This is an optimization exercise on Yosys and OpenROAD, whose aim is a short achievable clock period and few clock cycles, not a production implementation.
The RTL was checked by simulation tests, not by an equivalence proof against the original design.
Power figures rest on the tool's default switching activity, not on a simulated workload.

`design/flow/config.mk`:
```
export PLATFORM = sky130hd
export DESIGN_NAME = dcpu16_core
export DESIGN_NICKNAME = dcpu16_core
export VERILOG_FILES = /design/flow/design.v
export SDC_FILE = /design/flow/constraint.sdc
export NUM_CORES = 4
export LEC_CHECK = 0
export CAP_MARGIN = 60
export CORE_MARGIN = 2
export CORE_UTILIZATION = 50
export SETUP_SLACK_MARGIN = 4.9
export SLEW_MARGIN = 80
```
`design/flow/constraint.sdc`:
```
create_clock -name core_clock -period 10.0 [get_ports {clk}]
set_input_delay 2.0000 -clock core_clock [delete_from_list [all_inputs] [get_ports {clk}]]
set_output_delay 2.0000 -clock core_clock [all_outputs]
set_load 0.01 [all_outputs]
```
`design/flow/design.v`:
```
module dcpu16_div (
    input  wire        clk,
    input  wire        rst,
    input  wire        start,
    input  wire [15:0] num,
    input  wire [15:0] den,
    output reg         busy,
    output reg  [31:0] quot,
    output reg  [15:0] rem16
);
    reg [15:0] r;
    reg [15:0] n;
    reg [15:0] d;
    reg [19:0] dm [1:15];    
    reg        prep;         
    reg [2:0]  cnt;
    integer    m;
    wire [19:0] s = {r, n[15:12]};
    reg  [20:0] t  [1:15];
    reg  [15:0] ge;
    reg  [3:0]  qd;
    reg  [15:0] rn;
    always @(*) begin
        ge[0] = 1'b1;
        for (m = 1; m < 16; m = m + 1) begin
            t[m]  = {1'b0, s} - {1'b0, dm[m]};
            ge[m] = !t[m][20];
        end
        qd = 4'd0;
        rn = s[15:0];
        for (m = 1; m < 16; m = m + 1)
            if (ge[m]) begin
                qd = m[3:0];
                rn = t[m][15:0];
            end
    end
    always @(posedge clk) begin
        if (rst) begin
            busy  <= 1'b0;
            prep  <= 1'b0;
            cnt   <= 3'd0;
            r     <= 16'd0;
            n     <= 16'd0;
            d     <= 16'd0;
            quot  <= 32'd0;
            rem16 <= 16'd0;
            for (m = 1; m < 16; m = m + 1) dm[m] <= 20'd0;
        end else if (start) begin
            busy <= 1'b1;
            prep <= 1'b1;
            cnt  <= 3'd0;
            r    <= 16'd0;
            n    <= num;
            d    <= den;
            quot <= 32'd0;
        end else if (prep) begin
            prep <= 1'b0;
            for (m = 1; m < 16; m = m + 1)
                dm[m] <= (m[0] ? {4'd0, d} : 20'd0) + (m[1] ? {3'd0, d, 1'b0} : 20'd0) +
                         (m[2] ? {2'd0, d, 2'b0} : 20'd0) + (m[3] ? {1'd0, d, 3'b0} : 20'd0);
        end else if (busy) begin
            r    <= rn;
            n    <= {n[11:0], 4'b0000};
            quot <= {quot[27:0], qd};
            if (cnt == 3'd3)
                rem16 <= rn;
            cnt <= cnt + 3'd1;
            if (cnt == 3'd7)
                busy <= 1'b0;
        end
    end
endmodule
module dcpu16_core (
    input  wire        clk,
    input  wire        rst,
    output reg         mem_req,
    output reg         mem_we,
    output reg  [15:0] mem_addr,
    output reg  [15:0] mem_wdata,
    input  wire        mem_ready,
    input  wire [15:0] mem_rdata,
    output wire        halted,
    output wire        fault,
    input  wire [3:0]  dbg_sel,
    output reg  [15:0] dbg_data
);
    localparam OP_SET = 5'h01, OP_ADD = 5'h02, OP_SUB = 5'h03, OP_MUL = 5'h04,
               OP_MLI = 5'h05, OP_DIV = 5'h06, OP_DVI = 5'h07, OP_MOD = 5'h08,
               OP_MDI = 5'h09, OP_AND = 5'h0A, OP_BOR = 5'h0B, OP_XOR = 5'h0C,
               OP_SHR = 5'h0D, OP_ASR = 5'h0E, OP_SHL = 5'h0F, OP_IFB = 5'h10,
               OP_IFC = 5'h11, OP_IFE = 5'h12, OP_IFN = 5'h13, OP_IFG = 5'h14,
               OP_IFA = 5'h15, OP_IFL = 5'h16, OP_IFU = 5'h17, OP_ADX = 5'h1A,
               OP_SBX = 5'h1B, OP_STI = 5'h1E, OP_STD = 5'h1F;
    localparam X_MUL = 2'd0,   
               X_DST = 2'd1,   
               X_DIV = 2'd2,   
               X_EX  = 2'd3;   
    localparam R_SP = 4'd8, R_PC = 4'd9, R_EX = 4'd10;
    reg [15:0] gpr [0:7];
    reg [15:0] pc, sp, ex;
    reg        skip;
    reg [31:0] cycles;
    reg        halt_r, fault_r;
    reg [15:0] q0, q1, q2, q3, q4, q5;   
    reg [5:0]  qp0, qp1, qp2, qp3, qp4, qp5;   
    reg [2:0]  qn;               
    reg [15:0] fa;               
    reg        fpend;            
    reg        ic_v   [0:31];
    reg [10:0] ic_tag [0:31];
    reg [15:0] ic_d   [0:31];
    reg        fl_any;           
    reg [15:0] fl_addr;          
    reg        cw_v;             
    reg [15:0] cw_addr, cw_data;  
    reg        wb_v;
    reg [15:0] wb_addr, wb_data;
    reg        r_v;
    reg [4:0]  r_op;
    reg        r_jsr, r_amem, r_bread, r_bmem, r_breg_v, r_setpc;
    reg [3:0]  r_breg;
    reg [15:0] r_aaddr, r_baddr, r_va, r_vb, r_pcn;
    reg [7:0]  r_wmask;
    reg        r_wex, r_block;
    reg        r_aiss, r_biss;   
    reg        capa, capb;       
    reg        x_v;
    reg [1:0]  xs;
    reg [4:0]  x_op;
    reg        x_jsr, x_bmem, x_breg_v;
    reg [3:0]  x_breg;
    reg [15:0] x_baddr, va, vb, x_pcn;
    reg [7:0]  x_wmask;
    reg        x_wex, x_block;
    reg [31:0] pp0, pp1, pp2;
    reg [15:0] ma, mb;       
    reg        m_signed;
    integer i;
    function needs_nw(input [5:0] c);
        needs_nw = (c >= 6'h10 && c <= 6'h17) || c == 6'h1A || c == 6'h1E || c == 6'h1F;
    endfunction
    function [5:0] pd(input [15:0] w);
        reg [5:0] c;
        reg [4:0] b, o;
        reg basic, mv, amem;
        begin
            c = w[15:10]; b = w[9:5]; o = w[4:0];
            basic = o != 5'd0;
            mv    = basic && (o == 5'h01 || o == 5'h1E || o == 5'h1F);
            amem  = (c >= 6'h08 && c <= 6'h1A) || c == 6'h1E;
            pd[5] = w == 16'h7F81;
            pd[4] = w == 16'h7C20;
            pd[3] = needs_nw(c);
            pd[2] = basic && needs_nw({1'b0, b});
            pd[1] = c == 6'h18 || c == 6'h19 || c == 6'h1E;
            pd[0] = basic && !mv && !amem && (b == 5'h19 || b == 5'h1E);
        end
    endfunction
    function ifcond(input [4:0] o, input [15:0] b, input [15:0] a);
        case (o)
            OP_IFB: ifcond = (b & a) != 16'd0;
            OP_IFC: ifcond = (b & a) == 16'd0;
            OP_IFE: ifcond = b == a;
            OP_IFN: ifcond = b != a;
            OP_IFG: ifcond = b > a;
            OP_IFA: ifcond = $signed(b) > $signed(a);
            OP_IFL: ifcond = b < a;
            default: ifcond = $signed(b) < $signed(a);
        endcase
    endfunction
    function [3:0] cost(input basic, input [4:0] o);
        if (!basic) cost = 4'd3;                         
        else case (o)
            OP_SET: cost = 4'd1;
            OP_ADD, OP_SUB, OP_MUL, OP_MLI: cost = 4'd2;
            OP_DIV, OP_DVI, OP_MOD, OP_MDI: cost = 4'd3;
            OP_AND, OP_BOR, OP_XOR, OP_SHR, OP_ASR, OP_SHL: cost = 4'd1;
            OP_ADX, OP_SBX: cost = 4'd3;
            OP_STI, OP_STD: cost = 4'd2;
            default: cost = 4'd2;                        
        endcase
    endfunction
    wire [4:0] d_o     = q0[4:0];
    wire [4:0] d_bc    = q0[9:5];
    wire [5:0] d_ac    = q0[15:10];
    wire       d_basic = d_o != 5'd0;
    wire       d_halt  = !d_basic && d_bc == 5'd0;
    wire       d_jsr   = !d_basic && d_bc == 5'd1;
    wire       d_legal = d_basic ? !(d_o == 5'h18 || d_o == 5'h19 || d_o == 5'h1C || d_o == 5'h1D)
                                 : d_jsr;
    wire       d_cond  = d_basic && d_o >= OP_IFB && d_o <= OP_IFU;
    wire       d_move  = d_basic && (d_o == OP_SET || d_o == OP_STI || d_o == OP_STD);
    wire       d_na    = qp0[3];
    wire       d_nb    = qp0[2];
    wire [1:0] d_nt    = {d_na & d_nb, d_na ^ d_nb};
    wire [2:0] d_len   = {1'b0, d_na | d_nb, !(d_na ^ d_nb)};
    wire       d_avail = qn >= 3'd3 || (qn == 3'd2 && !(d_na && d_nb)) ||
                         (qn == 3'd1 && !d_na && !d_nb);
    wire [15:0] d_nwa  = q1;
    wire [15:0] d_nwb  = d_na ? q2 : q1;
    wire [15:0] pc_p1  = pc + 16'd1;
    wire [15:0] pc_p2  = pc + 16'd2;
    wire [15:0] pc_p3  = pc + 16'd3;
    wire [15:0] d_pcn  = (d_na && d_nb) ? pc_p3 : (d_na || d_nb) ? pc_p2 : pc_p1;
    wire       d_pop   = d_ac == 6'h18;
    wire       d_push  = d_basic && d_bc == 5'h18;
    wire [15:0] sp_p1  = sp + 16'd1;
    wire [15:0] sp_m1  = sp - 16'd1;
    wire [15:0] d_spadj = (d_pop && !d_push) ? sp_p1 : (d_push && !d_pop) ? sp_m1 : sp;
    reg        da_mem;
    reg [15:0] da_addr, da_val;
    wire [15:0] da_base = d_ac == 6'h1A ? sp : gpr[d_ac[2:0]];
    wire [15:0] da_sum  = da_base + d_nwa;
    always @(*) begin
        da_mem  = 1'b1;
        da_addr = gpr[d_ac[2:0]];
        da_val  = gpr[d_ac[2:0]];
        if (d_ac <= 6'h07)      da_mem = 1'b0;
        else if (d_ac <= 6'h0F) da_addr = gpr[d_ac[2:0]];
        else if (d_ac <= 6'h17) da_addr = da_sum;
        else if (d_ac == 6'h18) da_addr = sp;
        else if (d_ac == 6'h19) da_addr = sp;
        else if (d_ac == 6'h1A) da_addr = da_sum;
        else if (d_ac == 6'h1B) begin da_mem = 1'b0; da_val = d_spadj; end
        else if (d_ac == 6'h1C) begin da_mem = 1'b0; da_val = d_pcn; end
        else if (d_ac == 6'h1D) begin da_mem = 1'b0; da_val = ex; end
        else if (d_ac == 6'h1E) da_addr = d_nwa;
        else if (d_ac == 6'h1F) begin da_mem = 1'b0; da_val = d_nwa; end
        else begin da_mem = 1'b0; da_val = (d_ac[4:0] == 5'd0) ? 16'hFFFF : {11'd0, d_ac[4:0] - 5'd1}; end
    end
    reg        db_mem, db_reg;
    reg [3:0]  db_regn;
    reg [15:0] db_addr, db_val;
    wire [15:0] db_base = d_bc == 5'h1A ? sp : gpr[d_bc[2:0]];
    wire [15:0] db_sum  = db_base + d_nwb;
    always @(*) begin
        db_mem  = 1'b1;
        db_reg  = 1'b0;
        db_regn = {1'b0, d_bc[2:0]};
        db_addr = gpr[d_bc[2:0]];
        db_val  = gpr[d_bc[2:0]];
        if (d_bc <= 5'h07)      begin db_mem = 1'b0; db_reg = 1'b1; end
        else if (d_bc <= 5'h0F) db_addr = gpr[d_bc[2:0]];
        else if (d_bc <= 5'h17) db_addr = db_sum;
        else if (d_bc == 5'h18) db_addr = sp_m1;
        else if (d_bc == 5'h19) db_addr = sp;
        else if (d_bc == 5'h1A) db_addr = db_sum;
        else if (d_bc == 5'h1B) begin db_mem = 1'b0; db_reg = 1'b1; db_regn = R_SP; db_val = d_spadj; end
        else if (d_bc == 5'h1C) begin db_mem = 1'b0; db_reg = 1'b1; db_regn = R_PC; db_val = d_pcn; end
        else if (d_bc == 5'h1D) begin db_mem = 1'b0; db_reg = 1'b1; db_regn = R_EX; db_val = ex; end
        else if (d_bc == 5'h1E) db_addr = d_nwb;
        else begin db_mem = 1'b0; db_val = d_nwb; end    
    end
    wire [7:0] d_rmask = ((d_ac <= 6'h17) ? (8'd1 << d_ac[2:0]) : 8'd0)
                       | ((d_basic && (d_bc >= 5'h08 || !d_move) && d_bc <= 5'h17) ? (8'd1 << d_bc[2:0]) : 8'd0);
    wire       d_rex   = d_ac == 6'h1D || (d_basic && !d_move && d_bc == 5'h1D);
    wire       d_wb_bmem = d_basic && !d_cond && db_mem;
    wire       d_wb_reg  = d_basic && !d_cond && db_reg;
    wire       d_ex_op   = d_o == OP_ADD || d_o == OP_SUB || d_o == OP_MUL || d_o == OP_MLI ||
                           d_o == OP_DIV || d_o == OP_DVI || d_o == OP_SHR || d_o == OP_ASR ||
                           d_o == OP_SHL || d_o == OP_ADX || d_o == OP_SBX;
    wire [7:0] d_wmask = ((d_wb_reg && !db_regn[3]) ? (8'd1 << db_regn[2:0]) : 8'd0)
                       | ((d_basic && (d_o == OP_STI || d_o == OP_STD)) ? 8'hC0 : 8'd0);
    wire       d_wex   = d_basic && ((d_ex_op) || (d_wb_reg && db_regn == R_EX));
    wire       d_block = !d_basic || d_cond ||
                         (d_wb_reg && (db_regn == R_SP || db_regn == R_PC));
    wire       d_early_br = d_basic && d_o == OP_SET && d_bc == 5'h1C && !da_mem;
    wire       d_if_early = d_cond && (d_ac <= 6'h07 || d_ac >= 6'h1F) &&
                            (d_bc <= 5'h07 || d_bc == 5'h1F);
    wire [15:0] ca = d_ac <= 6'h07 ? gpr[d_ac[2:0]] : d_ac == 6'h1F ? d_nwa :
                     (d_ac[4:0] == 5'd0) ? 16'hFFFF : {11'd0, d_ac[4:0] - 5'd1};
    wire [15:0] cb = d_bc <= 5'h07 ? gpr[d_bc[2:0]] : d_nwb;
    wire       d_jsr_early = d_jsr && !da_mem;
    wire       d_local = d_early_br || d_if_early || d_jsr_early;
    wire       d_if_true = ifcond(d_o, cb, ca);
    wire       d_mul   = d_basic && (d_o == OP_MUL || d_o == OP_MLI);
    wire       d_div   = d_basic && d_o >= OP_DIV && d_o <= OP_MDI;
    wire       d_bread = db_mem && !d_move && d_basic;
    wire       d_reads = da_mem || d_bread;
    wire [1:0] d_xs    = d_mul ? X_MUL : d_div ? X_DST : X_EX;
    wire       d_setpc = d_basic && d_o == OP_SET && d_bc == 5'h1C;
    wire       stopped  = halt_r || fault_r;
    wire       ex_go    = x_v && xs == X_EX && !(wb_v && (x_bmem || x_jsr));
    wire       x_free   = !x_v || ex_go;
    wire       r_wanta  = r_v && r_amem && !r_aiss;
    wire       r_wantb  = r_v && r_bread && !r_biss && !r_wanta;
    wire [15:0] r_addr  = r_wanta ? r_aaddr : r_baddr;
    wire       r_conf   = x_v && x_bmem && r_addr == x_baddr;    
    wire       r_req    = (r_wanta || r_wantb) && !wb_v;
    wire       r_acc    = r_req && !r_conf && mem_ready;
    wire       r_done   = r_v && (!r_amem || r_aiss) && (!r_bread || r_biss);
    wire       r_redir  = r_done && r_setpc;                     
    wire       r_cond   = r_op >= OP_IFB && r_op <= OP_IFU && !r_jsr;
    wire       r_ifdone = r_done && r_cond;                      
    wire       r_xfer   = r_done && !r_setpc && !r_cond && x_free;
    wire [15:0] r_va_now = capa ? mem_rdata : r_va;
    wire [15:0] r_vb_now = capb ? mem_rdata : r_vb;
    wire       blocked  = (r_v && r_block) || (x_v && x_block);
    wire       hazard   = (x_v && ((d_rmask & x_wmask) != 8'd0 || (d_rex && x_wex))) ||
                          (r_v && ((d_rmask & r_wmask) != 8'd0 || (d_rex && r_wex)));
    wire [15:0] wb_off  = wb_addr - pc;
    wire       xw_c     = x_baddr == pc || ((d_na || d_nb) && x_baddr == pc_p1) ||
                          (d_na && d_nb && x_baddr == pc_p2);
    wire       rw_c     = r_baddr == pc || ((d_na || d_nb) && r_baddr == pc_p1) ||
                          (d_na && d_nb && r_baddr == pc_p2);
    wire       wb_c     = wb_addr == pc || ((d_na || d_nb) && wb_addr == pc_p1) ||
                          (d_na && d_nb && wb_addr == pc_p2);
    wire       pw_hit   = (x_v && x_bmem && xw_c) || (r_v && r_bmem && rw_c) || (wb_v && wb_c);
    wire [3:0] nq       = {1'b0, qn} + {3'd0, fpend};
    wire       wr_hit   = wb_v && wb_off[15:3] == 13'd0 && {1'b0, wb_off[2:0]} < nq;
    wire       pend_w   = (x_v && x_bmem) || (r_v && r_bmem);
    wire       jsr_wait = d_jsr_early && (wb_v || pend_w || r_v);
    wire       d_stop   = qn != 3'd0 && (d_halt || !d_legal);
    wire       to_x     = !d_reads && !r_v && x_free;
    wire       r_free   = !r_v || r_xfer;
    wire       r_if_true = ifcond(r_op, r_vb_now, r_va_now);
    wire       dest_ok  = d_local || to_x || r_free;
    wire       dec_go   = !stopped && qn != 3'd0 && !d_halt && d_legal && d_avail &&
                          !blocked && !pw_hit &&
                          (skip || (!hazard && !jsr_wait && dest_ok));
    wire       dec_exec = dec_go && !skip;                        
    wire       dec_x    = dec_exec && !d_local && to_x;           
    wire       dec_r    = dec_exec && !d_local && !to_x;          
    wire       stop_go  = !stopped && d_stop && !r_v && !x_v && !wb_v;
    wire       ef       = (qp0[5] || (qp0[4] && !pend_w)) &&
                          qn >= 3'd2 && !skip && !stopped && !wb_v && !blocked &&
                          !pend_w && !r_wanta && !r_wantb;
    wire       er_acode = qp0[1] && (!d_na || qn >= 3'd2);
    wire       er_bcode = qp0[0] && (!d_nb || qn >= (d_na ? 3'd3 : 3'd2));
    wire       er       = (er_acode || er_bcode) && d_avail && qn != 3'd0 && !skip && !stopped &&
                          !wb_v && !r_wanta && !r_wantb && !pend_w;
    wire [15:0] er_addr = er_acode ? (d_ac[1] ? q1 : sp) : (d_bc[1] ? d_nwb : sp);
    wire        div_signed = x_op == OP_DVI || x_op == OP_MDI;
    wire        neg_b      = div_signed && vb[15];
    wire        neg_a      = div_signed && va[15];
    wire [15:0] div_num    = neg_b ? 16'd0 - vb : vb;
    wire [15:0] div_den    = neg_a ? 16'd0 - va : va;
    wire        div_start  = x_v && xs == X_DST && va != 16'd0;
    wire        div_busy;
    wire [31:0] div_quot;
    wire [15:0] div_rem;
    dcpu16_div u_div (
        .clk   (clk),
        .rst   (rst),
        .start (div_start),
        .num   (div_num),
        .den   (div_den),
        .busy  (div_busy),
        .quot  (div_quot),
        .rem16 (div_rem)
    );
    wire signed [16:0] mul_a  = {m_signed && ma[15], ma};
    wire signed [6:0]  mul_b0 = {1'b0, mb[5:0]};
    wire signed [6:0]  mul_b1 = {1'b0, mb[11:6]};
    wire signed [4:0]  mul_b2 = {m_signed && mb[15], mb[15:12]};
    wire signed [23:0] pp0_t  = mul_a * mul_b0;
    wire signed [23:0] pp1_t  = mul_a * mul_b1;
    wire signed [21:0] pp2_t  = mul_a * mul_b2;
    wire [31:0] mul_t = pp0 + {pp1[25:0], 6'd0} + {pp2[19:0], 12'd0};
    reg  [15:0] alu_res;
    reg  [15:0] alu_ex;
    reg         alu_ex_we;
    reg         alu_cond;
    wire [16:0] add_t  = {1'b0, vb} + {1'b0, va};
    wire [16:0] sub_t  = {1'b0, vb} - {1'b0, va};
    wire [17:0] adx_t  = {2'b0, vb} + {2'b0, va} + {2'b0, ex};
    wire [17:0] sbx_t  = {2'b0, vb} - {2'b0, va} + {2'b0, ex};
    wire        sh_big  = va >= 16'd32;
    wire [31:0] shr_t   = {vb, 16'h0000} >> va[4:0];
    wire [31:0] shl_t   = {16'h0000, vb} << va[4:0];
    wire signed [15:0] asr_s = $signed(vb) >>> va[3:0];
    wire [15:0] asr_r   = va >= 16'd16 ? {16{vb[15]}} : asr_s;
    wire        div_neg = neg_a ^ neg_b;
    always @(*) begin
        alu_res   = va;
        alu_ex    = 16'd0;
        alu_ex_we = 1'b0;
        alu_cond  = 1'b1;
        case (x_op)
            OP_SET, OP_STI, OP_STD: alu_res = va;
            OP_ADD: begin alu_res = add_t[15:0]; alu_ex = {15'd0, add_t[16]}; alu_ex_we = 1'b1; end
            OP_SUB: begin alu_res = sub_t[15:0]; alu_ex = {16{sub_t[16]}};    alu_ex_we = 1'b1; end
            OP_MUL, OP_MLI: begin
                alu_res = mul_t[15:0]; alu_ex = mul_t[31:16]; alu_ex_we = 1'b1;
            end
            OP_DIV: begin
                alu_ex_we = 1'b1;
                if (va == 16'd0) begin alu_res = 16'd0; alu_ex = 16'd0; end
                else begin alu_res = div_quot[31:16]; alu_ex = div_quot[15:0]; end
            end
            OP_DVI: begin
                alu_ex_we = 1'b1;
                if (va == 16'd0) begin alu_res = 16'd0; alu_ex = 16'd0; end
                else begin
                    alu_res = div_neg ? 16'd0 - div_quot[31:16] : div_quot[31:16];
                    alu_ex  = div_neg ? 16'd0 - div_quot[15:0]  : div_quot[15:0];
                end
            end
            OP_MOD: alu_res = va == 16'd0 ? 16'd0 : div_rem;
            OP_MDI: alu_res = va == 16'd0 ? 16'd0 : (neg_b ? 16'd0 - div_rem : div_rem);
            OP_AND: alu_res = vb & va;
            OP_BOR: alu_res = vb | va;
            OP_XOR: alu_res = vb ^ va;
            OP_SHR: begin
                alu_ex_we = 1'b1;
                alu_res = sh_big ? 16'd0 : shr_t[31:16];
                alu_ex  = sh_big ? 16'd0 : shr_t[15:0];
            end
            OP_ASR: begin
                alu_ex_we = 1'b1;
                alu_res = asr_r;
                alu_ex  = sh_big ? 16'd0 : shr_t[15:0];
            end
            OP_SHL: begin
                alu_ex_we = 1'b1;
                alu_res = sh_big ? 16'd0 : shl_t[15:0];
                alu_ex  = sh_big ? 16'd0 : shl_t[31:16];
            end
            OP_IFB, OP_IFC, OP_IFE, OP_IFN, OP_IFG, OP_IFA, OP_IFL, OP_IFU:
                alu_cond = ifcond(x_op, vb, va);
            OP_ADX: begin
                alu_res = adx_t[15:0]; alu_ex = adx_t[17:16] != 2'd0 ? 16'd1 : 16'd0; alu_ex_we = 1'b1;
            end
            OP_SBX: begin
                alu_res = sbx_t[15:0]; alu_ex_we = 1'b1;
                if (sbx_t[17])      alu_ex = 16'hFFFF;
                else if (sbx_t[16]) alu_ex = 16'h0001;
                else                alu_ex = 16'h0000;
            end
            default: ;
        endcase
    end
    wire x_cond = x_op >= OP_IFB && x_op <= OP_IFU;
    wire fetch_en = !stopped && ({1'b0, qn} + {3'd0, fpend}) <= 4'd5;
    always @(*) begin
        mem_req   = 1'b0;
        mem_we    = 1'b0;
        mem_addr  = fa;
        mem_wdata = wb_data;
        if (wb_v) begin
            mem_req = 1'b1; mem_we = 1'b1; mem_addr = wb_addr;
        end else if (r_req) begin
            mem_req = 1'b1; mem_addr = r_addr;
        end else if (ef) begin
            mem_req = 1'b1; mem_addr = q1;
        end else if (er) begin
            mem_req = 1'b1; mem_addr = er_addr;
        end else if (fetch_en) begin
            mem_req = 1'b1; mem_addr = fa;
        end
    end
    wire wr_acc    = wb_v && mem_ready;
    wire ef_acc    = ef && !r_req && mem_ready;
    wire [15:0] ic_fa   = ic_d[fa[4:0]];
    wire        ic_hfa  = ic_v[fa[4:0]] && ic_tag[fa[4:0]] == fa[15:5];
    wire [15:0] ic_tg   = ic_d[q1[4:0]];
    wire        ic_htg  = ic_v[q1[4:0]] && ic_tag[q1[4:0]] == q1[15:5];
    wire [15:0] fa1     = fa + 16'd1;
    wire [4:0]  fa1i    = fa[4:0] + 5'd1;           
    wire [10:0] fa_tg1  = fa[15:5] + 11'd1;         
    wire [15:0] ic_fa1  = ic_d[fa1i];
    wire        ic_hfa1 = ic_v[fa1i] && ic_tag[fa1i] == ((fa[4:0] == 5'h1F) ? fa_tg1 : fa[15:5]);
    wire        chit    = ic_hfa && !wb_v && !cw_v && !stopped && ({1'b0, qn} + {3'd0, fpend}) <= 4'd5;
    wire        chit2   = chit && ic_hfa1 && ({1'b0, qn} + {3'd0, fpend}) <= 4'd4;
    wire        ef_hit  = ef && ic_htg && !cw_v;
    wire er_acc    = er && !r_req && !ef && mem_ready;
    wire fetch_acc = !wb_v && !r_req && !ef && !er && fetch_en && mem_ready;
    assign halted = halt_r;
    assign fault  = fault_r;
    wire [15:0] dsel = 16'd1 << dbg_sel;
    always @(*) begin
        dbg_data = ({16{dsel[0]}}  & gpr[0]) | ({16{dsel[1]}}  & gpr[1]) |
                   ({16{dsel[2]}}  & gpr[2]) | ({16{dsel[3]}}  & gpr[3]) |
                   ({16{dsel[4]}}  & gpr[4]) | ({16{dsel[5]}}  & gpr[5]) |
                   ({16{dsel[6]}}  & gpr[6]) | ({16{dsel[7]}}  & gpr[7]) |
                   ({16{dsel[8]}}  & pc)     | ({16{dsel[9]}}  & sp)     |
                   ({16{dsel[10]}} & ex)     | ({16{dsel[11]}} & cycles[15:0]) |
                   ({16{dsel[12]}} & cycles[31:16]);
    end
    wire       ex_br    = ex_go && (x_jsr || (x_breg_v && x_breg == R_PC && !x_cond));
    wire [15:0] ex_tgt  = x_jsr ? va : alu_res;
    wire       dec_br   = dec_exec && (d_early_br || d_jsr_early);
    wire       flush    = ex_br || r_redir || dec_br || wr_hit;
    wire [15:0] flush_to = ex_br ? ex_tgt : r_redir ? r_va_now : dec_br ? da_val :
                           dec_go ? d_pcn : pc;
    wire [3:0] qb    = {1'b0, qn} + {3'd0, fpend};
    wire [3:0] qb_m3 = qb - 4'd3, qb_m2 = qb - 4'd2, qb_m1 = qb - 4'd1;
    wire [3:0] qb_p1 = qb + 4'd1, qb_p2 = qb + 4'd2;
    wire [3:0] qn_c0 = chit2 ? qb_p2 : chit ? qb_p1 : qb;       
    wire [3:0] qn_c1 = chit2 ? qb_p1 : chit ? qb    : qb_m1;
    wire [3:0] qn_c2 = chit2 ? qb    : chit ? qb_m1 : qb_m2;
    wire [3:0] qn_c3 = chit2 ? qb_m1 : chit ? qb_m2 : qb_m3;
    wire [3:0] qn_nx = !dec_go ? qn_c0 : (d_na && d_nb) ? qn_c3 : (d_na || d_nb) ? qn_c2 : qn_c1;
    wire [15:0] qarr [0:8];
    assign qarr[0] = q0; assign qarr[1] = q1; assign qarr[2] = q2; assign qarr[3] = q3;
    assign qarr[4] = q4; assign qarr[5] = q5; assign qarr[6] = mem_rdata; assign qarr[7] = mem_rdata; assign qarr[8] = mem_rdata;
    wire [15:0] qc [0:8];
    wire [15:0] qnx [0:5];
    wire [5:0]  qparr [0:8];
    wire [5:0]  qpc [0:8];
    wire [5:0]  qpnx [0:5];
    wire [5:0]  pd_rd  = pd(mem_rdata);
    wire [5:0]  pd_ic  = pd(ic_fa);
    wire [5:0]  pd_ic1 = pd(ic_fa1);
    assign qparr[0] = qp0; assign qparr[1] = qp1; assign qparr[2] = qp2; assign qparr[3] = qp3;
    assign qparr[4] = qp4; assign qparr[5] = qp5; assign qparr[6] = pd_rd; assign qparr[7] = pd_rd; assign qparr[8] = pd_rd;
    genvar g;
    generate
        for (g = 0; g < 9; g = g + 1) begin : g_qc
            assign qc[g] = (g < qn) ? qarr[g] :
                           (fpend && g == qn) ? mem_rdata :
                           (g == qn + fpend) ? ic_fa : ic_fa1;
        end
        for (g = 0; g < 6; g = g + 1) begin : g_qnx
            assign qnx[g] = !dec_go ? qc[g] :
                            d_len == 3'd1 ? qc[g + 1] :
                            d_len == 3'd2 ? qc[g + 2] : qc[g + 3];
        end
        for (g = 0; g < 9; g = g + 1) begin : g_qpc
            assign qpc[g] = (g < qn) ? qparr[g] :
                            (fpend && g == qn) ? pd_rd :
                            (g == qn + fpend) ? pd_ic : pd_ic1;
        end
        for (g = 0; g < 6; g = g + 1) begin : g_qpnx
            assign qpnx[g] = !dec_go ? qpc[g] :
                             d_len == 3'd1 ? qpc[g + 1] :
                             d_len == 3'd2 ? qpc[g + 2] : qpc[g + 3];
        end
    endgenerate
    always @(posedge clk) begin
        if (rst) begin
            for (i = 0; i < 32; i = i + 1) ic_v[i] <= 1'b0;
        end else if (cw_v) begin
            ic_v[cw_addr[4:0]]   <= 1'b1;
        end else if (fl_any) begin
            ic_v[fl_addr[4:0]]   <= 1'b1;
        end
    end
    always @(posedge clk) begin
        if (cw_v) begin
            ic_tag[cw_addr[4:0]] <= cw_addr[15:5];
            ic_d[cw_addr[4:0]]   <= cw_data;
        end else if (fl_any) begin
            ic_tag[fl_addr[4:0]] <= fl_addr[15:5];
            ic_d[fl_addr[4:0]]   <= mem_rdata;
        end
    end
    always @(posedge clk) begin
        if (rst) begin
            fl_any <= 1'b0; fl_addr <= 16'd0;
            cw_v <= 1'b0; cw_addr <= 16'd0; cw_data <= 16'd0;
            q0 <= 16'd0; q1 <= 16'd0; q2 <= 16'd0; q3 <= 16'd0; q4 <= 16'd0; q5 <= 16'd0;
            qp0 <= 6'd0; qp1 <= 6'd0; qp2 <= 6'd0; qp3 <= 6'd0; qp4 <= 6'd0; qp5 <= 6'd0;
            qn <= 3'd0; fa <= 16'd0; fpend <= 1'b0;
        end else begin
            q0 <= (flush && ef_hit) ? ic_tg : qnx[0];
            qp0 <= (flush && ef_hit) ? pd(ic_tg) : qpnx[0];
            qp1 <= qpnx[1]; qp2 <= qpnx[2]; qp3 <= qpnx[3]; qp4 <= qpnx[4]; qp5 <= qpnx[5];
            q1 <= qnx[1];
            q2 <= qnx[2];
            q3 <= qnx[3];
            q4 <= qnx[4];
            q5 <= qnx[5];
            fl_any  <= fetch_acc || ef_acc;
            cw_v    <= wr_acc;
            cw_addr <= wb_addr;
            cw_data <= wb_data;
            fl_addr <= ef ? q1 : fa;
            if (flush) begin
                if (ef_hit) begin
                    qn    <= 3'd1;
                    fpend <= 1'b0;
                    fa    <= q1 + 16'd1;
                end else begin
                    qn    <= 3'd0;
                    fpend <= ef_acc;
                    fa    <= ef_acc ? q1 + 16'd1 : flush_to;
                end
            end else begin
                qn    <= qn_nx[2:0];
                fpend <= fetch_acc && !chit;
                if (chit2) fa <= fa + 16'd2;
                else if (fetch_acc || chit) fa <= fa1;
            end
        end
    end
    always @(posedge clk) begin
        if (rst) begin
            for (i = 0; i < 8; i = i + 1) gpr[i] <= 16'd0;
            pc      <= 16'd0;
            sp      <= 16'd0;
            ex      <= 16'd0;
            skip    <= 1'b0;
            cycles  <= 32'd0;
            halt_r  <= 1'b0;
            fault_r <= 1'b0;
            wb_v    <= 1'b0;
            wb_addr <= 16'd0;
            wb_data <= 16'd0;
            r_v     <= 1'b0;
            r_op    <= 5'd0;
            r_jsr   <= 1'b0;
            r_amem  <= 1'b0;
            r_bread <= 1'b0;
            r_bmem  <= 1'b0;
            r_breg_v <= 1'b0;
            r_setpc <= 1'b0;
            r_breg  <= 4'd0;
            r_aaddr <= 16'd0;
            r_baddr <= 16'd0;
            r_va    <= 16'd0;
            r_vb    <= 16'd0;
            r_pcn   <= 16'd0;
            r_wmask <= 8'd0;
            r_wex   <= 1'b0;
            r_block <= 1'b0;
            r_aiss  <= 1'b0;
            r_biss  <= 1'b0;
            capa    <= 1'b0;
            capb    <= 1'b0;
            x_v     <= 1'b0;
            xs      <= X_EX;
            x_op    <= 5'd0;
            x_jsr   <= 1'b0;
            x_bmem  <= 1'b0;
            x_breg_v <= 1'b0;
            x_breg  <= 4'd0;
            x_baddr <= 16'd0;
            va      <= 16'd0;
            vb      <= 16'd0;
            x_pcn   <= 16'd0;
            x_wmask <= 8'd0;
            x_wex   <= 1'b0;
            x_block <= 1'b0;
            pp0     <= 32'd0;
            pp1     <= 32'd0;
            pp2     <= 32'd0;
            ma      <= 16'd0;
            mb      <= 16'd0;
            m_signed <= 1'b0;
        end else begin
            if (stop_go) begin
                if (d_halt) halt_r  <= 1'b1;
                else        fault_r <= 1'b1;
            end
            if (wr_acc) wb_v <= 1'b0;
            capa <= (r_acc && r_wanta) || (er_acc && dec_r && er_acode);
            capb <= (r_acc && !r_wanta) || (er_acc && dec_r && !er_acode);
            if (r_acc) begin
                if (r_wanta) r_aiss <= 1'b1;
                else         r_biss <= 1'b1;
            end
            if (capa) r_va <= mem_rdata;
            if (capb) r_vb <= mem_rdata;
            if (r_redir) begin
                r_v <= 1'b0;
                pc  <= r_va_now;
            end
            if (r_xfer) r_v <= 1'b0;
            if (r_ifdone) begin
                r_v <= 1'b0;
                if (!r_if_true) skip <= 1'b1;
            end
            case (xs)
                X_MUL: if (x_v) begin
                    pp0 <= {{8{pp0_t[23]}}, pp0_t};
                    pp1 <= {{8{pp1_t[23]}}, pp1_t};
                    pp2 <= {{10{pp2_t[21]}}, pp2_t};
                    xs  <= X_EX;
                end
                X_DST: if (x_v) xs <= va != 16'd0 ? X_DIV : X_EX;
                X_DIV: if (x_v && !div_busy) xs <= X_EX;
                default: ;
            endcase
            if (ex_go) begin
                x_v <= 1'b0;
                if (x_jsr) begin
                    sp      <= sp_m1;
                    wb_v    <= 1'b1;
                    wb_addr <= sp_m1;
                    wb_data <= x_pcn;
                    pc      <= va;
                end else if (x_cond) begin
                    if (!alu_cond) skip <= 1'b1;
                end else begin
                    if (x_breg_v) begin
                        case (x_breg)
                            R_SP:    sp <= alu_res;
                            R_PC:    pc <= alu_res;
                            R_EX:    ex <= alu_res;
                            default: gpr[x_breg[2:0]] <= alu_res;
                        endcase
                    end
                    if (x_bmem) begin
                        wb_v    <= 1'b1;
                        wb_addr <= x_baddr;
                        wb_data <= alu_res;
                    end
                    if (alu_ex_we) ex <= alu_ex;
                    if (x_op == OP_STI || x_op == OP_STD) begin
                        gpr[6] <= ((x_breg_v && x_breg == 4'd6) ? va : gpr[6])
                                  + (x_op == OP_STI ? 16'd1 : 16'hFFFF);
                        gpr[7] <= ((x_breg_v && x_breg == 4'd7) ? va : gpr[7])
                                  + (x_op == OP_STI ? 16'd1 : 16'hFFFF);
                    end
                end
            end
            if (r_xfer || dec_x) x_v <= 1'b1;
            if (r_xfer) begin
                xs       <= (r_op == OP_MUL || r_op == OP_MLI) && !r_jsr ? X_MUL :
                            (r_op >= OP_DIV && r_op <= OP_MDI && !r_jsr) ? X_DST : X_EX;
                x_op     <= r_op;
                x_jsr    <= r_jsr;
                x_bmem   <= r_bmem;
                x_breg_v <= r_breg_v;
                x_breg   <= r_breg;
                x_baddr  <= r_baddr;
                va       <= r_va_now;
                vb       <= r_vb_now;
                if ((r_op == OP_MUL || r_op == OP_MLI) && !r_jsr) begin
                    ma       <= r_va_now;
                    mb       <= r_vb_now;
                    m_signed <= r_op == OP_MLI;
                end
                x_pcn    <= r_pcn;
                x_wmask  <= r_wmask;
                x_wex    <= r_wex;
                x_block  <= r_block;
            end
            if (dec_go) begin
                if (skip) begin
                    pc     <= d_pcn;
                    skip   <= d_cond;
                    cycles <= cycles + 32'd1;
                end else begin
                    cycles <= cycles + {30'd0, d_nt} + {28'd0, cost(d_basic, d_o)};
                    sp     <= d_jsr_early ? sp_m1 : d_spadj;
                    pc     <= (d_early_br || d_jsr_early) ? da_val : d_pcn;
                    if (d_if_early && !d_if_true) skip <= 1'b1;
                    if (d_jsr_early) begin
                        wb_v    <= 1'b1;
                        wb_addr <= sp_m1;
                        wb_data <= d_pcn;
                    end
                end
            end
            if (x_free && !r_xfer) begin
                xs       <= d_xs;
                x_op     <= d_o;
                x_jsr    <= !d_basic;
                x_bmem   <= d_wb_bmem;
                x_breg_v <= d_wb_reg;
                x_breg   <= db_regn;
                x_baddr  <= db_addr;
                va       <= da_val;
                vb       <= db_val;
                if (d_mul && dec_x) begin
                    ma       <= da_val;
                    mb       <= db_val;
                    m_signed <= d_o == OP_MLI;
                end
                x_pcn    <= d_pcn;
                x_wmask  <= d_wmask;
                x_wex    <= d_wex;
                x_block  <= d_block;
            end
            if (dec_r) r_v <= 1'b1;
            if (!r_v || r_xfer || r_redir || r_ifdone) begin
                r_op     <= d_o;
                r_jsr    <= !d_basic;
                r_amem   <= da_mem;
                r_bread  <= d_bread;
                r_bmem   <= d_wb_bmem;
                r_breg_v <= d_wb_reg;
                r_breg   <= db_regn;
                r_setpc  <= d_setpc && da_mem;
                r_aaddr  <= da_addr;
                r_baddr  <= db_addr;
                r_va     <= da_val;
                r_vb     <= db_val;
                r_pcn    <= d_pcn;
                r_wmask  <= d_wmask;
                r_wex    <= d_wex;
                r_block  <= d_block;
                r_aiss   <= er_acc && er_acode;
                r_biss   <= er_acc && !er_acode;
            end
        end
    end
endmodule
```
`design/flow/run.sh`:
```
#!/bin/bash
# synth_recipe.tcl (not shown) runs the flow's synth.tcl, then flattens the netlist and writes it again
# the make line also repeats each setting of config.mk as NAME=value (left out here)
make -C /OpenROAD-flow-scripts/flow DESIGN_CONFIG=/design/flow/config.mk WORK_HOME=/design/flow/orfs CLKGATE_MAP_FILE= SYNTH_SCRIPT=/design/flow/synth_recipe.tcl finish
```
==> results.json <==
{
  "status": "complete, no violations",
  "p_leak_nw": 76.2,
  "grt_start_max_net_pins": 51,
  "crit_path_cell_trace": "buf_12 -> nand2b_4 -> nor2_4 -> buf_8 -> buf_6 -> a222oi_1 -> nand3_2 -> buf_6",
  "globalRouteOverflowTotal": 0,
  "worst_slew_pin_slew_ns": 0.661,
  "timing.critical_path.slowest_stage_cell": "sky130_fd_sc_hd__a222oi_1",
  "critPathCaptureType": "output port",
  "cpLargestDelayFamily": "buffers and inverters",
  "sequential_to_total_area_share_from_yosys_stat_pct": 31.3,
  "synth_xor_xnor_area_share_pct": 4.37,
  "cts-htree-levels": 4,
  "final_min_period_over_clock_period_pct": 55.5,
  "clockRootBuffer": "sky130_fd_sc_hd__clkbuf_16",
  "crit_fanout": 8,
  "timing.setup.tns_ns": 0,
  "fin_worst_hold_slack_ns": 0.451,
  "layout-area-overhead-vs-synth_pct": 33.0,
  "synth_cells": 16500,
  "synth_async_sr_flop_share_pct": 0,
  "number_of_global_route_vias_before_repair": 143000,
  "worstHoldPathCells": 2,
  "synth_warnings": 4,
  "grt_antenna_before_repair": 31,
  "fin_ws_ns": 4.45,
  "drc": 0,
  "floorplan.core_area_sq_mm": 0.303,
  "timing_hold_violations_final": 0,
  "timing.max_slew.rel_slack_pct": 54.7,
  "timing.hold.worst.start": "u_div.dm[15][17]",
  "worst_skew_pair.late_latency_ns": 1.03,
  "dpl.cell_count": 20800,
  "critPathKind": "input pin to output port",
  "cts_inserted_buffers": 224,
  "timing.rr.start": "pp1[0]",
  "layout.cells.non_filler": 22000,
  "cts_buffer_depth": 4,
  "final_slew_violations": 0,
  "buffer_ports.inserted": 74,
  "critPathRequiredTime_ns": 8.00,
  "yosysUniqueCellTypes": 102,
  "cts_tree": "done",
  "yosys_register_bits": 1891,
  "globalRouteTotalUtil_pct": 47.0,
  "final_net_count": 18800,
  "routed_wire_length_per_instance_um": 34.2,
  "drt-initial-drc-count": 21000,
  "syn-mean-instance-area_sq_um": 9.26,
  "initial_core_util_pct": 50.3,
  "crit_path_max_incr_delay_ns": 0.41,
  "mostFrequentLayoutCell": "sky130_fd_sc_hd__nand2_1",
  "reg2reg_depth": 33,
  "total_number_of_clock_tree_sinks": 1891,
  "area_fraction_in_compound_gates_after_synthesis_pct": 18.4,
  "detailedPlacementHpwl_um": 546000,
  "clock-skew-final_ns": 0.130,
  "firstDrtPassIters": 15,
  "post_synthesis_mux_area_share_pct": 16.2,
  "vias_per_cell": 6.96,
  "combinational_family_with_the_most_area_after_synthesis": "compound AO/OA/AOI/OAI gates",
  "drt.antenna.violating_nets": 0,
  "synth-adder-area-share_pct": 9.52,
  "worst-r2r-setup-slack_ns": 4.70,
  "synthesis.area_sq_mm": 0.152,
  "path_clk_slew_ns": 0.05,
  "most_used_cell_along_the_critical_path": "sky130_fd_sc_hd__buf_6",
  "worst_ir_drop_vdd_mv": 0.221,
  "p_per_area_mw_per_mm2": 292,
  "worstPathBufferInverterCount": 4,
  "gp_routability_congestion": 1.09,
  "synthSimpleGateAreaFrac_pct": 15.3,
  "synth_nets": 17500,
  "synth_enable_flop_cells": 992,
  "routed-via-count": 153000,
  "wire_length_of_the_first_global_routing_pass_um": 1050000,
  "fmax_ghz": 0.180,
  "floorplan.rows": 202,
  "die_h_um": 556,
  "hp-class": "register to register",
  "routed_wl_um": 752000,
  "finalWorstPathRequiredPeriod_ns": 5.55,
  "num-fill-cells": 23600,
  "setup_viol": 0,
  "cap_viol_max_count": 0,
  "critical_path.startpoint_type": "input pin",
  "num_io_pins": 75,
  "place_ws_ns": 1.79,
  "most-common-layout-cells": "1662 x sky130_fd_sc_hd__nand2_1, 1507 x sky130_fd_sc_hd__nor2_1, 1085 x sky130_fd_sc_hd__a21oi_1",
  "design.die.area_sq_mm": 0.309,
  "share_of_post_route_cells_with_drive_strength_above_1_pct": 32.6,
  "timing.rr.end": "ex[12]",
  "top_reg_cell_synth": "sky130_fd_sc_hd__edfxtp_1",
  "die_width_um": 556,
  "grt_setup_unrepaired": "yes",
  "worst_hold_path.endpoint": "u_div.dm[15][17]",
  "worst_ep_arrival_time_ns": 3.55
}
## power by group
group	total [mW]	switching, mW	internal [mW]	leakage, nW
clock network	8.66	3.75	4.90	3.68
logic	40.4	23.9	16.5	55.9
registers	10.1	0.993	9.09	16.6
## worst max path at each step
stage               cells past startpoint       start  slack (ns)      endpoint
detailed placement                     28      pp0[6]        1.79        ex[15]
finish                                  8  dbg_sel[3]        4.45  dbg_data[12]
global route                           33      pp1[0]        4.45        ex[12]
global placement                        9  dbg_sel[0]        3.19   dbg_data[3]
CTS                                     9  dbg_sel[0]        4.58   dbg_data[6]
floorplan                               7  dbg_sel[3]        4.89  dbg_data[10]
## state kept, by name (all words and copies together) (netlist names), 20 cells and up, named ones only
signal,cells
pp2,20
gpr,128
pp0,24
u_div.dm,135
cycles,32
ic_d,512
pp1,24
u_div.quot,32
ic_tag,352
ic_v,32
## tightest hold or removal path: cells and delay by family (launching register included)
kind,cells,cell delay (ns)
compound gates,1,0.05
simple gates,1,0.05
flops,1,0.30
## cells in the mapped netlist (104+ instances only)
master | number | area, sq um
sky130_fd_sc_hd__a211oi_1 | 476 | 3570
sky130_fd_sc_hd__a21o_1 | 174 | 1310
sky130_fd_sc_hd__a21oi_1 | 1335 | 6680
sky130_fd_sc_hd__a221oi_1 | 136 | 1190
sky130_fd_sc_hd__a22oi_1 | 111 | 833
sky130_fd_sc_hd__a31oi_1 | 118 | 738
sky130_fd_sc_hd__and2_1 | 205 | 1280
sky130_fd_sc_hd__buf_1 | 104 | 390
sky130_fd_sc_hd__buf_2 | 111 | 556
sky130_fd_sc_hd__clkbuf_1 | 983 | 3690
sky130_fd_sc_hd__dfxtp_1 | 899 | 18000
sky130_fd_sc_hd__edfxtp_1 | 992 | 29800
sky130_fd_sc_hd__fa_1 | 234 | 4680
sky130_fd_sc_hd__ha_1 | 786 | 9830
sky130_fd_sc_hd__inv_1 | 651 | 2440
sky130_fd_sc_hd__mux2_2 | 132 | 1490
sky130_fd_sc_hd__mux2i_1 | 333 | 3330
sky130_fd_sc_hd__mux4_2 | 881 | 19800
sky130_fd_sc_hd__nand2_1 | 1781 | 6690
sky130_fd_sc_hd__nand2b_1 | 112 | 701
sky130_fd_sc_hd__nand3_1 | 296 | 1480
sky130_fd_sc_hd__nor2_1 | 1698 | 6370
sky130_fd_sc_hd__nor2b_1 | 143 | 895
sky130_fd_sc_hd__nor3_1 | 368 | 1840
sky130_fd_sc_hd__o211ai_1 | 173 | 1300
sky130_fd_sc_hd__o21a_1 | 109 | 818
sky130_fd_sc_hd__o21ai_0 | 794 | 3970
sky130_fd_sc_hd__o22ai_1 | 194 | 1210
sky130_fd_sc_hd__xnor2_1 | 491 | 4300
sky130_fd_sc_hd__xor2_1 | 264 | 2310
## layer usage
layer	track usage [%]	part of all wire, %	routed length, um
met5	0.516	0.035	264
met4	39.6	10	78700
met3	13.0	12	86700
met2	69.9	43	322000
met1	56.5	35	264000
## per-stage QoR
step | utilization, % | power (mW) | cell area (sq um)
finish | 66.9 | 59.2 | 203000
global route | 66.9 | 60.5 | 203000
CTS | 64.6 | 55.2 | 196000
detailed placement | 60.1 | 44.7 | 182000
global placement | 52.2 | 38.6 | 158000
floorplan | - | 28.1 | 153000
## what timing repair did
action,CTS,global route
endpoints found under the setup margin,449,232
pin swaps,282,325
hold buffers,0,0
setup buffers,343,227
gates resized for setup,1000,479
cloned,23,11
## final cells by class
class	instances	area (sq um)	area share, %
Timing Repair Buffer	2295	25300	12.5
Tap cell	3978	4980	2.46
Multi-Input combinational cell	12700	114000	56.2
Sequential cell	1891	48300	23.8
Clock buffer	286	6180	3.05
Clock inverter	128	1410	0.694
Inverter	664	2620	1.29
Antenna cell	30	75.1	0.0370
## cell families after synthesis
kind of cell | count (synthesis)
compound gates | 4369
xor+xnor | 757
buf+inv | 1893
mux | 1346
fa+ha+maj | 1020
simple gates | 5197
flops | 1891
Testbench counts, summed over its fixed seeds: cycles 89,710.

-- re-timing with driven ports --
No port has a modelled driver above. Below, the same layout with a new extraction and two added sets of constraints. Step 1, drivers: a clkbuf_16 drives clk and a buf_2 each remaining input, both assumed. Step 2 adds t to the input delays and takes it off the output delays; t is the mean of the earliest and latest rising clock arrival at the registers after step 1. Input paths then give back, and output paths get back, about the clock's delay inside the block. a / b / c = ideal ports / drivers / drivers and shift; a / b = the first two.
t, ns: 1.065
setup WS [ns]: 4.450 / 4.362 / 4.253
worst register clock-pin slew, ns: 0.08 / 0.08
worst data-port slew with drivers (ns): 0.21
cell pins on the clock port's net: 1
After both steps setup and hold are still met in this run. The setup slack of this run moves by -0.088 ns with the drivers and by -0.197 ns with both steps.
